Source: an optimization exercise on an open RTL-to-GDS flow (aim: small area, a short achievable clock period and few clock cycles). Production flows keep margins and buffers that such runs may drop.
Function was checked by simulation only, so behaviour that the tests miss may differ from the original.

## flow/constraint.sdc

```tcl
create_clock -name core_clock -period 12.0 [get_ports {clk}]
set_input_delay 2.4000 -clock core_clock [delete_from_list [all_inputs] [get_ports {clk}]]
set_output_delay 2.4000 -clock core_clock [all_outputs]
set_load 0.01 [all_outputs]
```

## flow/config.mk

```make
export PLATFORM = sky130hd
export DESIGN_NAME = b58_codec
export DESIGN_NICKNAME = b58_codec
export VERILOG_FILES = /design/flow/design.v
export SDC_FILE = /design/flow/constraint.sdc
export NUM_CORES = 4
export LEC_CHECK = 0
export CAP_MARGIN = 20
export CORE_MARGIN = 2
export CORE_UTILIZATION = 40
export SLEW_MARGIN = 20
```

## flow/design.v

```verilog
module b58_codec (
    input  wire         clk,
    input  wire         rst,        
    input  wire         start,
    input  wire         mode,       
    input  wire [6:0]   in_len,     
    input  wire [511:0] in_data,    
    output wire         busy,
    output reg          done,
    output reg          err,
    output reg  [6:0]   out_len,
    output wire [703:0] out_data    
);
    localparam IN_BYTES  = 64;
    localparam ACC_BYTES = 47;      
    localparam OUT_BYTES = 88;      
    localparam S_IDLE   = 4'd0;
    localparam S_EZSCAN = 4'd1;     
    localparam S_EPASS  = 4'd2;     
    localparam S_ONES   = 4'd3;     
    localparam S_DCHAR  = 4'd4;     
    localparam S_DMAC   = 4'd5;     
    localparam S_DOUT   = 4'd6;     
    localparam S_ZEROS  = 4'd7;     
    reg [3:0]  state;
    reg [6:0]  len;                 
    reg [8*IN_BYTES-1:0]  ibuf;     
    reg [8*ACC_BYTES-1:0] acc;      
    reg [8*OUT_BYTES-1:0] obuf;     
    reg [6:0]  p;                   
    reg [6:0]  lo;                  
    reg [6:0]  newlo;               
    reg        seen_nz;             
    reg [5:0]  rem;                 
    reg [6:0]  zcnt;                
    reg [5:0]  alen;                
    reg [5:0]  j;                   
    reg [5:0]  carry;               
    assign busy = (state != S_IDLE);
    assign out_data = obuf;
    function [7:0] b58_char;
        input [5:0] v;
        begin
            if (v < 6'd9)       b58_char = 8'h31 + {2'b0, v};           
            else if (v < 6'd17) b58_char = 8'h41 + {2'b0, v} - 8'd9;    
            else if (v < 6'd22) b58_char = 8'h4A + {2'b0, v} - 8'd17;   
            else if (v < 6'd33) b58_char = 8'h50 + {2'b0, v} - 8'd22;   
            else if (v < 6'd44) b58_char = 8'h61 + {2'b0, v} - 8'd33;   
            else                b58_char = 8'h6D + {2'b0, v} - 8'd44;   
        end
    endfunction
    function [6:0] b58_val;
        input [7:0] c;
        begin
            if (c >= 8'h31 && c <= 8'h39)      b58_val = {1'b0, c[5:0] - 6'h31};         
            else if (c >= 8'h41 && c <= 8'h48) b58_val = {1'b0, c[5:0] - 6'h01 + 6'd9};  
            else if (c >= 8'h4A && c <= 8'h4E) b58_val = {1'b0, c[5:0] - 6'h0A + 6'd17}; 
            else if (c >= 8'h50 && c <= 8'h5A) b58_val = {1'b0, c[5:0] - 6'h10 + 6'd22}; 
            else if (c >= 8'h61 && c <= 8'h6B) b58_val = {1'b0, c[5:0] - 6'h21 + 6'd33}; 
            else if (c >= 8'h6D && c <= 8'h7A) b58_val = {1'b0, c[5:0] - 6'h2D + 6'd44}; 
            else                               b58_val = 7'h40;
        end
    endfunction
    wire [7:0]  cur_byte = ibuf[8*p[5:0] +: 8];
    wire [13:0] div_in   = {rem, 8'b0} + {6'b0, cur_byte};
    wire [7:0]  div_q    = div_in / 14'd58;
    wire [5:0]  div_r    = div_in % 14'd58;
    wire        last_byte = (p == len - 7'd1);
    wire [6:0]  lo_next  = (!seen_nz && div_q == 8'd0) ? p + 7'd1 : newlo;
    wire [6:0]  dval     = b58_val(cur_byte);
    wire [7:0]  acc_byte = acc[8*j +: 8];
    wire [13:0] mac      = acc_byte * 14'd58 + {8'b0, carry};
    wire [5:0]  mac_hi   = mac[13:8];
    wire        last_acc = (j == alen - 6'd1);
    task shift_out;
        input [7:0] b;
        begin
            obuf    <= {obuf[8*OUT_BYTES-9:0], b};
            out_len <= out_len + 7'd1;
        end
    endtask
    always @(posedge clk) begin
        if (rst) begin
            state <= S_IDLE;
            done  <= 1'b0;
        end else begin
            case (state)
            S_IDLE: begin
                if (start) begin
                    ibuf    <= in_data;
                    len     <= in_len;
                    done    <= 1'b0;
                    err     <= 1'b0;
                    out_len <= 7'd0;
                    p       <= 7'd0;
                    zcnt    <= 7'd0;
                    alen    <= 6'd0;
                    state   <= mode ? S_DCHAR : S_EZSCAN;
                end
            end
            S_EZSCAN: begin
                if (p == len) begin
                    state <= S_ONES;               
                end else if (cur_byte == 8'd0) begin
                    zcnt <= zcnt + 7'd1;
                    p    <= p + 7'd1;
                end else begin
                    lo      <= p;
                    newlo   <= p;
                    seen_nz <= 1'b0;
                    rem     <= 6'd0;
                    state   <= S_EPASS;
                end
            end
            S_EPASS: begin
                ibuf[8*p[5:0] +: 8] <= div_q;
                rem          <= div_r;
                newlo        <= lo_next;
                if (div_q != 8'd0)
                    seen_nz <= 1'b1;
                if (last_byte) begin
                    shift_out(b58_char(div_r));
                    lo      <= lo_next;
                    newlo   <= lo_next;
                    p       <= lo_next;
                    seen_nz <= 1'b0;
                    rem     <= 6'd0;
                    if (lo_next == len)
                        state <= S_ONES;
                end else begin
                    p <= p + 7'd1;
                end
            end
            S_ONES: begin
                if (zcnt == 7'd0) begin
                    done  <= 1'b1;
                    state <= S_IDLE;
                end else begin
                    shift_out(8'h31);
                    zcnt <= zcnt - 7'd1;
                end
            end
            S_DCHAR: begin
                if (p == len) begin
                    j     <= 6'd0;
                    state <= (alen == 6'd0) ? S_ZEROS : S_DOUT;
                end else if (dval[6]) begin
                    err     <= 1'b1;
                    out_len <= 7'd0;
                    done    <= 1'b1;
                    state   <= S_IDLE;
                end else begin
                    p <= p + 7'd1;
                    if (alen == 6'd0) begin
                        if (dval[5:0] == 6'd0) begin
                            zcnt <= zcnt + 7'd1;   
                        end else begin
                            acc[7:0] <= {2'b0, dval[5:0]};
                            alen   <= 6'd1;
                        end
                    end else begin
                        carry <= dval[5:0];
                        j     <= 6'd0;
                        state <= S_DMAC;
                    end
                end
            end
            S_DMAC: begin
                acc[8*j +: 8] <= mac[7:0];
                carry  <= mac_hi;
                j      <= j + 6'd1;
                if (last_acc) begin
                    if (mac_hi != 6'd0) begin
                        acc[8*alen +: 8] <= {2'b0, mac_hi};
                        alen      <= alen + 6'd1;
                    end
                    state <= S_DCHAR;
                end
            end
            S_DOUT: begin
                shift_out(acc_byte);
                j <= j + 6'd1;
                if (last_acc)
                    state <= S_ZEROS;
            end
            S_ZEROS: begin
                if (zcnt == 7'd0) begin
                    done  <= 1'b1;
                    state <= S_IDLE;
                end else begin
                    shift_out(8'h00);
                    zcnt <= zcnt - 7'd1;
                end
            end
            default: state <= S_IDLE;
            endcase
        end
    end
endmodule
```

## flow/run.sh

```bash
#!/bin/bash
# synth_recipe.tcl (not shown) runs the flow's synth.tcl, then flattens the netlist and writes it again
# the make line also repeats each setting of config.mk as NAME=value (left out here)
make -C /OpenROAD-flow-scripts/flow DESIGN_CONFIG=/design/flow/config.mk WORK_HOME=/design/flow/orfs CLKGATE_MAP_FILE= SYNTH_SCRIPT=/design/flow/synth_recipe.tcl finish
```

==> impl_metrics.json <==
{
  "finalSetupViolCount": 0,
  "slowest_stage": "or4b_4",
  "num_rows": 167,
  "die_area_mm2": 0.212,
  "layout_commonest_cell": "edfxtp_1",
  "muxShareOfSynthArea_pct": 8.77,
  "cts_tree": "built",
  "syn_area_mm2": 0.0835,
  "synth_edf_count": 1653,
  "core_mm2": 0.207,
  "worst_slew_pin_slew_ns": 1.17,
  "io_pins": 1237,
  "worstSetupPathDepth": 44,
  "layout.nets": 9088,
  "endpoint_kind": "flop",
  "vias": 69000,
  "ff_latch_area_mm2": 0.0497,
  "path_clk_slew_ns": 0.06,
  "dieHeight_um": 461,
  "seq_area_frac_synth_pct": 59.6,
  "synth_compound_gate_area_share_pct": 14.7,
  "dpl_cell_area_mm2": 0.0994,
  "io_buffers": 1236,
  "start_util_pct": 40.3,
  "drt-initial-drc-count": 10400,
  "cts-root-buf": "clkbuf_16",
  "cpMostUsedCell": "buf_4",
  "worst_ep_arrival_time_ns": 12.05,
  "clk_latency_ns": 0.86,
  "placed_cells": 11100,
  "layout-drive-gt1-share_pct": 10.2,
  "grt-ovfl-total": 0,
  "fmax_mhz": 87.3,
  "ys_top_cells_by_area": "edfxtp_1, mux4_2, a21oi_1, nand2_1, o21ai_0",
  "r2r_cells": 44,
  "period_share_pct": 95.4,
  "dp_slack_ns": -0.0763,
  "finClkSkew_ns": 0.0476,
  "async_flop_share_pct": 0,
  "synthSimpleGateAreaFrac_pct": 11.7,
  "ys.flop_type": "edfxtp_1",
  "yosys_warnings": 1,
  "fin_area_mm2": 0.106,
  "critical_path_required_ns": 12.60,
  "final_hold_viol_count": 0,
  "wl_per_cell_um": 31.1,
  "yosys.area_share.adder_pct": 1.33,
  "fillers": 18500,
  "antenna_found_initial": 28,
  "layout_setup_ws_ns": 0.551,
  "hold_depth": 0,
  "cpPeakStageDelay_ns": 0.59,
  "track_usage_pct": 32.2,
  "critPathBufInv": 7,
  "grt_max_degree": 247,
  "synth-xor-area-share_pct": 1.03,
  "synth_cell_types": 119,
  "fin_cells": 11400,
  "status": "finished clean",
  "path_max_fanout": 15,
  "synth_top_cell_by_area": "edfxtp_1",
  "cts_buffer_depth": 3,
  "maxCapViolCount": 0,
  "multi_input_area_mm2": 0.0317,
  "ant_nets": 0,
  "final_cell_mix": "edfxtp_1, clkdlybuf4s50_1, nand2_1",
  "die_w_um": 461,
  "min_period_ns": 11.45,
  "synth_top_family_by_area": "compound AO/OA/AOI/OAI gates",
  "worstSetupStartpointType": "flop",
  "route.detailed.drc": 0,
  "crit_type": "reg2reg",
  "tns_ns": 0,
  "dr.pass1.iters": 6,
  "numCtsBuffers": 182,
  "area_delta_synth_final_pct": 26.5,
  "hold_path.class": "reg2reg",
  "viasPerCell": 6.03,
  "grt_pass1_wl_um": 490000,
  "synth_fp_nets": 7941,
  "htreeDepth": 4,
  "gp_congestion": 0.992,
  "syn_area_per_cell_um2": 11.4,
  "hold_ws_ns": 0.422,
  "cp_top_family": "simple AND/OR/NAND/NOR gates",
  "hpwl_um": 264000,
  "ys_seq_elements": 1657,
  "drv_slew": 0,
  "maxSlewHeadroom_pct": 21.7,
  "netlist_instances": 7337,
  "cts_sinks": 1657,
  "synth_top_area_share_pct": 59.5,
  "drt_wl_total_um": 356000,
  "grt_pass1_vias": 64600
}
[metrics by stage]
stage / util (%)
floorplan: -
global placement: 48.0
detailed placement: 48.0
CTS: 50.8
global route: 51.0
finish: 51.0
[layer usage]
metal / vias up / GRT usage [%] / wire length (um)
met5: - / 0 / 76
met4: 12 / 17.7 / 21900
met3: 688 / 8.02 / 39100
met2: 4179 / 48.6 / 159000
met1: 34400 / 42.4 / 136000
li1: 29800 / - / -
[worst reg2reg max path, delay by kind of cell, from the launching register on]
kind	cells	cell delay, ns
compound gates	16	3.74
xor+xnor	3	0.46
fa+ha+maj	2	0.49
buf+inv	7	1.37
flops	1	0.41
mux	2	0.89
simple gates	14	3.85
[repair_timing]
item | in CTS | in global routing
hold buffers | 0 | 0
gates cloned | 0 | 2
gates resized for setup | 7 | 34
buffers inserted | 0 | 13
pin swaps | 0 | 9
endpoints found under the setup margin | 4 | 83
[flip-flops by register name (all words and copies together) (netlist names), 7 cells and up]
register / flops
acc: 376
ibuf: 512
len: 7
newlo: 7
obuf: 704
out_len: 7
p: 7
zcnt: 7
[cell type report]
type / instances / share of cell area [%]
inverter: 92 / 0.327
clock inverter: 120 / 1.06
tap: 2788 / 3.30
sequential: 1657 / 47.1
clock buffer: 215 / 4.47
timing repair buffer: 1484 / 13.7
multi-input combinational: 5067 / 30.0
antenna: 19 / 0.0450
[path summary, 6_finish.rpt]
check / from / endpoint / slack (ns)
min: obuf[130] / obuf[138] / 0.42
max reg2reg: p[0] / obuf[0] / 0.55
max: p[0] / obuf[0] / 0.55
min reg2reg: obuf[130] / obuf[138] / 0.42
[logic make-up after synthesis]
kind of cell	after synthesis
compound gates	2078
mux	457
flops	1657
xor+xnor	96
simple gates	2355
buf+inv	613
fa+ha+maj	81
[cells in the mapped netlist, types with 26 or more instances]
master    count
edfxtp_1   1653
nand2_1    1031
nor2_1      922
a21oi_1     818
o21ai_0     698
clkbuf_1    411
mux4_2      216
mux2i_1     215
a22oi_1     100
nand3_1      90
a221oi_1     82
inv_1        82
nor3_1       73
ha_1         68
buf_1        67
a31oi_1      61
xnor2_1      61
a211oi_1     46
xor2_1       33
and2_1       30
nand2b_1     28
nor2b_1      27
a22o_1       26
Testbench counts, summed over its fixed seeds: cycles 245,663.

-- re-timing with driven ports --
Ports are ideal in the flow. The routed layout listed here was re-timed in OpenROAD. Step 1 assumes that a clkbuf_16 drives the clock port and a buf_2 every other input. Step 2 moves the port delays by t, midway between the first and last clock arrival at a register: inputs arrive t later, outputs are due t later. That takes back most of the time a late clock gives input paths. Three values: ideal, step 1, step 2; two values: the first two.
shift t [ns]: 0.933
slack for setup (ns): 0.551 / 0.551 / 0.551
slew at the worst register clock pin (ns): 0.07 / 0.07
worst slew at a driven data input, ns: 0.22
After both steps this run still meets setup and hold. For this run, drivers alone change the setup slack by 0.000 ns; drivers and shift together by 0.000 ns.
